Background: an optimization exercise with open tools, aiming at small area, a short achievable clock period and few clock cycles. Do not read the settings as production practice. In this exercise RTL edits were held to simulation tests only and were not proved equivalent to the original. Power is estimated from default activity; no workload was simulated.

// st7032_encoder
module st7032_encoder (
    input  wire        clk,
    input  wire        rst,         
    input  wire        cmd_valid,
    output wire        cmd_ready,
    input  wire [15:0] cmd_word,
    input  wire [15:0] cmd_len,
    input  wire        pay_valid,
    output wire        pay_ready,
    input  wire [7:0]  pay_data,
    output reg         rsp_valid,
    output reg  [2:0]  rsp_result,
    output wire [7:0]  rsp_data,
    output wire [3:0]  rsp_step,
    output wire        ev_valid,
    input  wire        ev_ready,
    output wire [2:0]  ev_kind,
    output reg  [7:0]  ev_data,
    input  wire        ev_ok,
    input  wire [7:0]  ev_rdata
);
Size in the first run: ~390 cells after synthesis, about 41 flip-flops, about 3300 sq um of cells after synthesis.
clock: 4.0 ns
lec_check: 0
cap_margin: 20
core_margin: 2
core_utilization: 40
setup_slack_margin: 1.5
slew_margin: 20
run.sh (not shown) runs the stock make flow with config.mk's settings and CLKGATE_MAP_FILE= SYNTH_SCRIPT=/design/flow/synth_recipe.tcl, a recipe that flattens the netlist after the stock synthesis.
Testbench counts at the start, summed over its fixed seeds: cycles 6,320.
Edit:
SETUP_SLACK_MARGIN = not set   (was 1.5)
Combinational power falls by 17%.
Die area stays the same.
Sequential cell count is unchanged.
Clock power came out higher by 20%.
Wire length decreases by 9.2%.
Utilization goes down by 9.2 points.
Final cell count decreases by 9.0%.
Cell area went down by 15%.
Via count falls by 8.9%.
Non-clock buffer count goes down by 56.
Setup slack got worse by 0.65 ns.

* * *

Another version of the RTL of st7032_encoder (not shown whole).
Size in the first run: ~400 cells after synthesis, roughly 48 flip-flops.
Settings: LEC_CHECK=0, CAP_MARGIN=20, CORE_MARGIN=2, CORE_UTILIZATION=40, SETUP_SLACK_MARGIN=1.8, SLEW_MARGIN=20, TNS_END_PERCENT=0; clock period 4.0 ns.
standard.sh (not shown) runs the stock make flow with config.mk's settings and CLKGATE_MAP_FILE= SYNTH_SCRIPT=/design/flow/synth_recipe.tcl, a recipe that flattens the netlist after the stock synthesis.
==> flow/flow/run.sh <==
#!/bin/bash
set -euo pipefail
cd "$(dirname "$0")/.."
export BUFFER_PORTS_ARGS="-buffer_cell sky130_fd_sc_hd__buf_1"
DU="sky130_fd_sc_hd__probe_p_8 sky130_fd_sc_hd__probec_p_8 sky130_fd_sc_hd__lpflow_bleeder_1 sky130_fd_sc_hd__lpflow_clkbufkapwr_1 sky130_fd_sc_hd__lpflow_clkbufkapwr_16 sky130_fd_sc_hd__lpflow_clkbufkapwr_2 sky130_fd_sc_hd__lpflow_clkbufkapwr_4 sky130_fd_sc_hd__lpflow_clkbufkapwr_8 sky130_fd_sc_hd__lpflow_clkinvkapwr_1 sky130_fd_sc_hd__lpflow_clkinvkapwr_16 sky130_fd_sc_hd__lpflow_clkinvkapwr_2 sky130_fd_sc_hd__lpflow_clkinvkapwr_4 sky130_fd_sc_hd__lpflow_clkinvkapwr_8 sky130_fd_sc_hd__lpflow_decapkapwr_12 sky130_fd_sc_hd__lpflow_decapkapwr_3 sky130_fd_sc_hd__lpflow_decapkapwr_4 sky130_fd_sc_hd__lpflow_decapkapwr_6 sky130_fd_sc_hd__lpflow_decapkapwr_8 sky130_fd_sc_hd__lpflow_inputiso0n_1 sky130_fd_sc_hd__lpflow_inputiso0p_1 sky130_fd_sc_hd__lpflow_inputiso1n_1 sky130_fd_sc_hd__lpflow_inputiso1p_1 sky130_fd_sc_hd__lpflow_inputisolatch_1 sky130_fd_sc_hd__lpflow_isobufsrc_1 sky130_fd_sc_hd__lpflow_isobufsrc_16 sky130_fd_sc_hd__lpflow_isobufsrc_2 sky130_fd_sc_hd__lpflow_isobufsrc_4 sky130_fd_sc_hd__lpflow_isobufsrc_8 sky130_fd_sc_hd__lpflow_isobufsrckapwr_16 sky130_fd_sc_hd__lpflow_lsbuf_lh_hl_isowell_tap_1 sky130_fd_sc_hd__lpflow_lsbuf_lh_hl_isowell_tap_2 sky130_fd_sc_hd__lpflow_lsbuf_lh_hl_isowell_tap_4 sky130_fd_sc_hd__lpflow_lsbuf_lh_isowell_4 sky130_fd_sc_hd__lpflow_lsbuf_lh_isowell_tap_1 sky130_fd_sc_hd__lpflow_lsbuf_lh_isowell_tap_2 sky130_fd_sc_hd__lpflow_lsbuf_lh_isowell_tap_4"
for c in or4_1 or4_2 or4_4 or4b_1 or4b_2 or4b_4 or4bb_1 or4bb_2 or4bb_4 nor4_1 nor4_2 nor4_4 nor4b_1 nor4b_2 nor4b_4 nor4bb_1 nor4bb_2 nor4bb_4 or3_1 or3_2 or3_4 or3b_1 or3b_2 or3b_4; do
  DU="$DU sky130_fd_sc_hd__$c"
done
bash standard.sh "DONT_USE_CELLS=$DU" finish > make_finish.log 2>&1
The baseline completed without violations.
Testbench counts at the start, summed over its fixed seeds: cycles 6,320.
Edit:
--- a/flow/config.mk
+++ b/flow/config.mk
@@ -10,4 +10,4 @@
 export CORE_UTILIZATION = 40
-export SETUP_SLACK_MARGIN = 1.8
+export PLACE_DENSITY = 0.45
+export SETUP_SLACK_MARGIN = 1.9
 export SLEW_MARGIN = 20
-export TNS_END_PERCENT = 0
Effect:
- die area is unchanged
- via count rose by about 2%
- final area rose by 5.4%
- critical path depth fell by 4
- area after synthesis stays the same
- cell count rose by about 3%
- non-clock buffer count rose by 17
- wire length rose by 10%
- worst setup slack gains 0.12 ns

[afterwards: timing with drivers on the ports]
The results above use ideal ports. As a check the final layouts listed here were re-extracted and re-timed, cells and wires unchanged.
Step 1, drivers: a clkbuf_16 drives clk and a buf_2 each remaining input, both assumed.
Step 2, shift: input delay + t, output delay - t, t = (earliest + latest rising clock arrival at the registers) / 2. This alone moves slack from input paths to output paths.
a / b / c = ideal / step 1 / step 2; a / b = the first two.
run | t (ns) | setup WS [ns] | latest minus earliest clock arrival (ns) | slew at the worst register clock pin (ns)
the first run of note 1 | 0.327 | 1.264 / 1.231 / 1.026 | 0.005 / 0.005 | 0.09 / 0.09
the second run of note 1 | 0.326 | 0.614 / 0.585 / 0.463 | 0.014 / 0.014 | 0.09 / 0.09
the first run of note 2 | 0.329 | 1.826 / 1.826 / 1.497 | 0.005 / 0.005 | 0.09 / 0.09
the second run of note 2 | 0.337 | 1.945 / 1.910 / 1.597 | 0.019 / 0.020 | 0.11 / 0.11
After both steps every run listed still meets setup and hold. The setup slack of the second run of note 2, which loses most, moves by -0.035 ns with the drivers and by -0.348 ns with both steps.
